What follows belongs to an exercise in optimizing a design on an open flow for small area, a short achievable clock period and few clock cycles; a production flow would make more cautious choices.
Function was checked by simulation only, so behaviour that the tests miss may differ from the original.
Power and IR drop assume default switching activity.

v6:
==> flow/design.v (excerpt) <==
module pcwlc_core (
    input  wire        clk,
    input  wire        rst,
    input  wire        host_we,
    input  wire [2:0]  host_addr,
    input  wire [63:0] host_wdata,
    output wire [31:0] status,
    output wire [63:0] res,
    output wire [63:0] res2,
    output wire [31:0] erraddr,
    output reg         port_req,
    output reg         port_we,
    output reg  [1:0]  port_size,     
    output reg  [16:0] port_addr,
    output wire [31:0] port_wdata,
    input  wire        port_ack,
    input  wire [1:0]  port_fail,     
    input  wire [31:0] port_rdata,
    input  wire [63:0] now
);
For scale: roughly 3300 cells after synthesis, roughly 430 flip-flops, ~410 I/O pins, roughly 27000 um^2 of cells after synthesis.
export LEC_CHECK = 0
export CAP_MARGIN = 20
export CORE_MARGIN = 2
export CORE_UTILIZATION = 40
export SETUP_SLACK_MARGIN = 4.5
export SLEW_MARGIN = 20
create_clock -name core_clock -period 8.0 [get_ports {clk}]
standard.sh (not shown) runs the stock make flow with config.mk's settings and CLKGATE_MAP_FILE= SYNTH_SCRIPT=/design/flow/synth_recipe.tcl, a recipe that flattens the netlist after the stock synthesis.
==> flow/flow/run.sh <==
#!/bin/bash
# Layout flow: the standard flow (standard.sh: the standard synthesis,
# then ORFS to the routed layout) with two layout settings changed:
#  - the port buffers are buf_1 cells instead of the delay buffers that
#    buffer_ports picks by default; timing repair upsizes the ones on
#    critical paths;
#  - the resizer may change a cell's footprint when it sizes cells
#    (MATCH_CELL_FOOTPRINT=0), so timing repair can upsize freely.
# The output of the whole run goes to standard.log in the work folder; ORFS
# keeps each step's log under orfs/logs/.
set -euo pipefail
bash standard.sh MATCH_CELL_FOOTPRINT=0 \
    "BUFFER_PORTS_ARGS=-buffer_cell sky130_fd_sc_hd__buf_1" \
    finish > standard.log 2>&1
v6: done, clean on timing, DRC and antenna
Testbench counts of v6, summed over its fixed seeds: cycles 67,760.
Edits applied to the flow inputs when going from v6 to v51:
- swapping 4.5 for 4 in SETUP_SLACK_MARGIN
Notes after the runs:
- Across both runs, number of clock buffers in the layout was lower for v51 than for v6.
- | number of diodes added for antenna fixing | higher: v51 |
- Delta (v51 minus v6): final wirelength lower, time the final worst path needs with I/O delays and setup higher.
- Synthesis-to-layout area growth in v51 is 7.5 points lower than in v6
- When the final numbers for v51 and v6 were put side by side, the arrival time of data at the critical path endpoint turned out to be greater in v51.
- v51: flow completed, timing, DRC and antenna clean
### v51 -> v5
- PLACE_DENSITY now 0.75, previously not set
### Flow results
- Comparing the two runs side by side, v5 comes out ahead of v51 on smallest setup slack after layout.
- Diff v51 -> v5: worst setup slack for register-to-register paths moved up, number of inserted diodes moved down, hold slack moved up, post-layout instance area moved down.
- On maximum clock skew at final layout: between v51 and v5, it ends up lower for v5.
- v5 vs. v51: share of power burned in the clock network went down by 1.0 points; arrival time reported for the critical path endpoint went down by 0.03 ns; met1 track utilization from global routing went down by 3.3 points.
- v51 completed; timing, DRC and antenna clean
- v5 closes out successfully: all stages finished, all timing, DRC and antenna checks passed.
## Diff of input files: v1 against v5
- swapping 4 for 4.25 in SETUP_SLACK_MARGIN
--- outcome ---
- [compare] base=v5 new=v1: synthesized cell count closely matched the old numbers, top fanout value on the critical path decreased by 1 relative to the old numbers, sequential group power closely matched the old numbers, via count increased by 3.0% relative to the old numbers, initial cell density of the core closely matched the old numbers.
- There was hardly any difference in worst hold slack between v5 and v1.
[inputs] v49 vs v1
- changing SETUP_SLACK_MARGIN from 4.25 to 4
- setting CTS_BUF_LIST to sky130_fd_sc_hd__clkbuf_4 sky130_fd_sc_hd__clkbuf_8 for the first time
Findings:
Total power on v49 is ahead of v1.
Met3 track demand over resource in global routing: v49 and v1 compared, lower one is v1
Final layout net count was higher in the run labelled v1.
Higher last weighted congestion value of the routability-driven placer among v49 and v1: v1
Re worst vdd rail ir drop: v49 is 73 uV down on v1.
A end point of the critical path of lop[46] is what v1 shows, while wake_n[64] belongs to v49.
v49 does better than v1 on wire length.
Against v1 as the reference, v49 delivers a lower first-pass GRT wire length.
v1 vs v49, highest-delay cell along the critical path: fa_2 vs a221oi_4
Higher clock period minus final worst setup slack was reported by v49, not v1.
Per the comparison of v49 with v1, required time of the critical path went up, post-CTS resize count went down 57.
Every stage of the flow completed for v49, and the final layout passed the timing, DRC and antenna checks.
Edits applied to the flow inputs when going from v49 to v12:
- CTS_BUF_LIST changed from sky130_fd_sc_hd__clkbuf_4 sky130_fd_sc_hd__clkbuf_8 to sky130_fd_sc_hd__clkbuf_8
Results
Utilization v49 -> v12: down. v12 reports a higher routed via count divided by cell count than v49 does. Post-layout worst setup margin: v12 vs v49 down 0.018 ns. The share of total power in combinational logic of v12 is higher than that of v49. Non-clock buffer count delta for v12 relative to v49: 3 lower. Between v12 and v49, the final hold slack figures differ only marginally. Against v49 as the reference, v12 delivers a higher critical path depth. The net count reported at finish of v49 and that of v12 are within noise of each other.

* * *

pcwlc_core again, from the RTL that the note above started with.
## pcwlc_core
module pcwlc_core (
    input  wire        clk,
    input  wire        rst,
    input  wire        host_we,
    input  wire [2:0]  host_addr,
    input  wire [63:0] host_wdata,
    output wire [31:0] status,
    output wire [63:0] res,
    output wire [63:0] res2,
    output wire [31:0] erraddr,
    output reg         port_req,
    output reg         port_we,
    output reg  [1:0]  port_size,     
    output reg  [16:0] port_addr,
    output wire [31:0] port_wdata,
    input  wire        port_ack,
    input  wire [1:0]  port_fail,     
    input  wire [31:0] port_rdata,
    input  wire [63:0] now
);
    localparam [2:0] C_OK      = 3'd0;
    localparam [2:0] C_NOTFND  = 3'd1;
    localparam [2:0] C_ALIGN   = 3'd2;
    localparam [2:0] C_RANGE   = 3'd3;
    localparam [2:0] C_UNSUP   = 3'd4;
    localparam [2:0] C_IOFAIL  = 3'd5;
    localparam [2:0] C_ILLEGAL = 3'd6;
    localparam [4:0] OP_CFG_READ   = 5'h01;
    localparam [4:0] OP_CFG_WRITE  = 5'h02;
    localparam [4:0] OP_FIND_STD   = 5'h03;
    localparam [4:0] OP_FIND_EXT   = 5'h04;
    localparam [4:0] OP_ENABLE     = 5'h05;
    localparam [4:0] OP_DISABLE    = 5'h06;
    localparam [4:0] OP_RETRAIN    = 5'h07;
    localparam [4:0] OP_SET_SPEED  = 5'h08;
    localparam [4:0] OP_READ_STAT  = 5'h09;
    localparam [4:0] OP_WAIT_TRAIN = 5'h0A;
    localparam [4:0] OP_HOT_RESET  = 5'h0B;
    localparam [4:0] OP_SET_BITS   = 5'h0C;
    localparam [4:0] S_IDLE  = 5'd0;
    localparam [4:0] S_FIN   = 5'd1;    
    localparam [4:0] S_CFGR  = 5'd2;
    localparam [4:0] S_CFGW  = 5'd3;
    localparam [4:0] S_ST    = 5'd4;    
    localparam [4:0] S_HT    = 5'd5;    
    localparam [4:0] S_PTR   = 5'd6;    
    localparam [4:0] S_ENT   = 5'd7;    
    localparam [4:0] S_EXT   = 5'd8;    
    localparam [4:0] S_RMWR  = 5'd9;    
    localparam [4:0] S_RMWW  = 5'd10;   
    localparam [4:0] S_CAP   = 5'd11;
    localparam [4:0] S_LC2R  = 5'd12;
    localparam [4:0] S_LC2W  = 5'd13;
    localparam [4:0] S_LS    = 5'd14;
    localparam [4:0] S_HRHT  = 5'd15;   
    localparam [4:0] S_POLL  = 5'd16;   
    localparam [4:0] S_POLL2 = 5'd18;   
    localparam [4:0] S_SLP0  = 5'd19;   
    localparam [4:0] S_SLEEP = 5'd17;   
  ...
export LEC_CHECK = 0
export CAP_MARGIN = 10
export CORE_MARGIN = 2
export CORE_UTILIZATION = 40
export PLACE_DENSITY = 0.75
export SETUP_SLACK_MARGIN = 4
export SLEW_MARGIN = 10
create_clock -name core_clock -period 8.0 [get_ports {clk}]
Scripts as last shown in full above: flow/flow/run.sh
Testbench counts at the start, summed over its fixed seeds: cycles 67,760.
Next try:
--- a/flow/config.mk
+++ b/flow/config.mk
@@ -8 +8 @@
-export CAP_MARGIN = 10
+export CAP_MARGIN = 20
@@ -10,0 +11 @@
+export GPL_ROUTABILITY_DRIVEN = 0
@@ -13 +14 @@
-export SLEW_MARGIN = 10
+export SLEW_MARGIN = 20
Effect:
- The new run completed without violations
- clock skew barely changes
- wire length falls slightly
- fmax rises by a few percent
- critical path depth rises by 1
- final cell count stays flat
- sequential power stays flat
Next try:
--- a/flow/config.mk
+++ b/flow/config.mk
@@ -10,3 +10 @@
-export CORE_UTILIZATION = 40
-export GPL_ROUTABILITY_DRIVEN = 0
-export PLACE_DENSITY = 0.75
+export CORE_UTILIZATION = 50
The changed run completed without violations. Register-to-register slack stays flat. Power grows by 1.3%. Clock power grows by about 3%. Synthesized area does not change. Wire length grows by 2.7%. Count of clock-buffer cells in the layout shrinks by 3.

[port drivers added, routing unchanged]
Ports are ideal in the flow. The routed layouts listed here were re-timed in OpenROAD. Step 1, drivers: a clkbuf_16 drives clk and a buf_2 each remaining input, both assumed. Step 2 times the ports against the registers' clock, not the clock port: input delays grow and output delays shrink by t, the midpoint of the rising clock arrivals with the driver on. a / b / c = ideal / step 1 / step 2; a / b = the first two.
run	t (ns)	slack for setup (ns)	worst setup path after step 2	latest minus earliest clock arrival (ns)	slew at the worst register clock pin (ns)
v6	0.670	4.127 / 4.128 / 3.483	input to register	0.041 / 0.041	0.07 / 0.07
v51	0.666	3.950 / 3.876 / 3.210	input to register	0.058 / 0.058	0.07 / 0.07
v5	0.665	3.965 / 3.987 / 3.322	input to register	0.030 / 0.031	0.07 / 0.07
v1	0.669	4.150 / 4.170 / 3.504	input to register	0.028 / 0.028	0.07 / 0.07
v49	0.733	4.026 / 4.009 / 3.276	input to register	0.050 / 0.050	0.07 / 0.07
v12	0.729	4.009 / 4.026 / 3.297	input to register	0.047 / 0.048	0.07 / 0.07
the first run of note 2	0.666	3.886 / 3.924 / 3.258	input to register	0.032 / 0.032	0.07 / 0.07
the second run of note 2	0.686	4.001 / 3.989 / 3.302	input to register	0.032 / 0.031	0.07 / 0.07
the third run of note 2	0.675	3.946 / 3.975 / 3.300	input to register	0.023 / 0.022	0.07 / 0.07
After both steps setup and hold are still met in every run listed. The setup slack of v49, which loses most, moves by -0.017 ns with the drivers and by -0.750 ns with both steps.
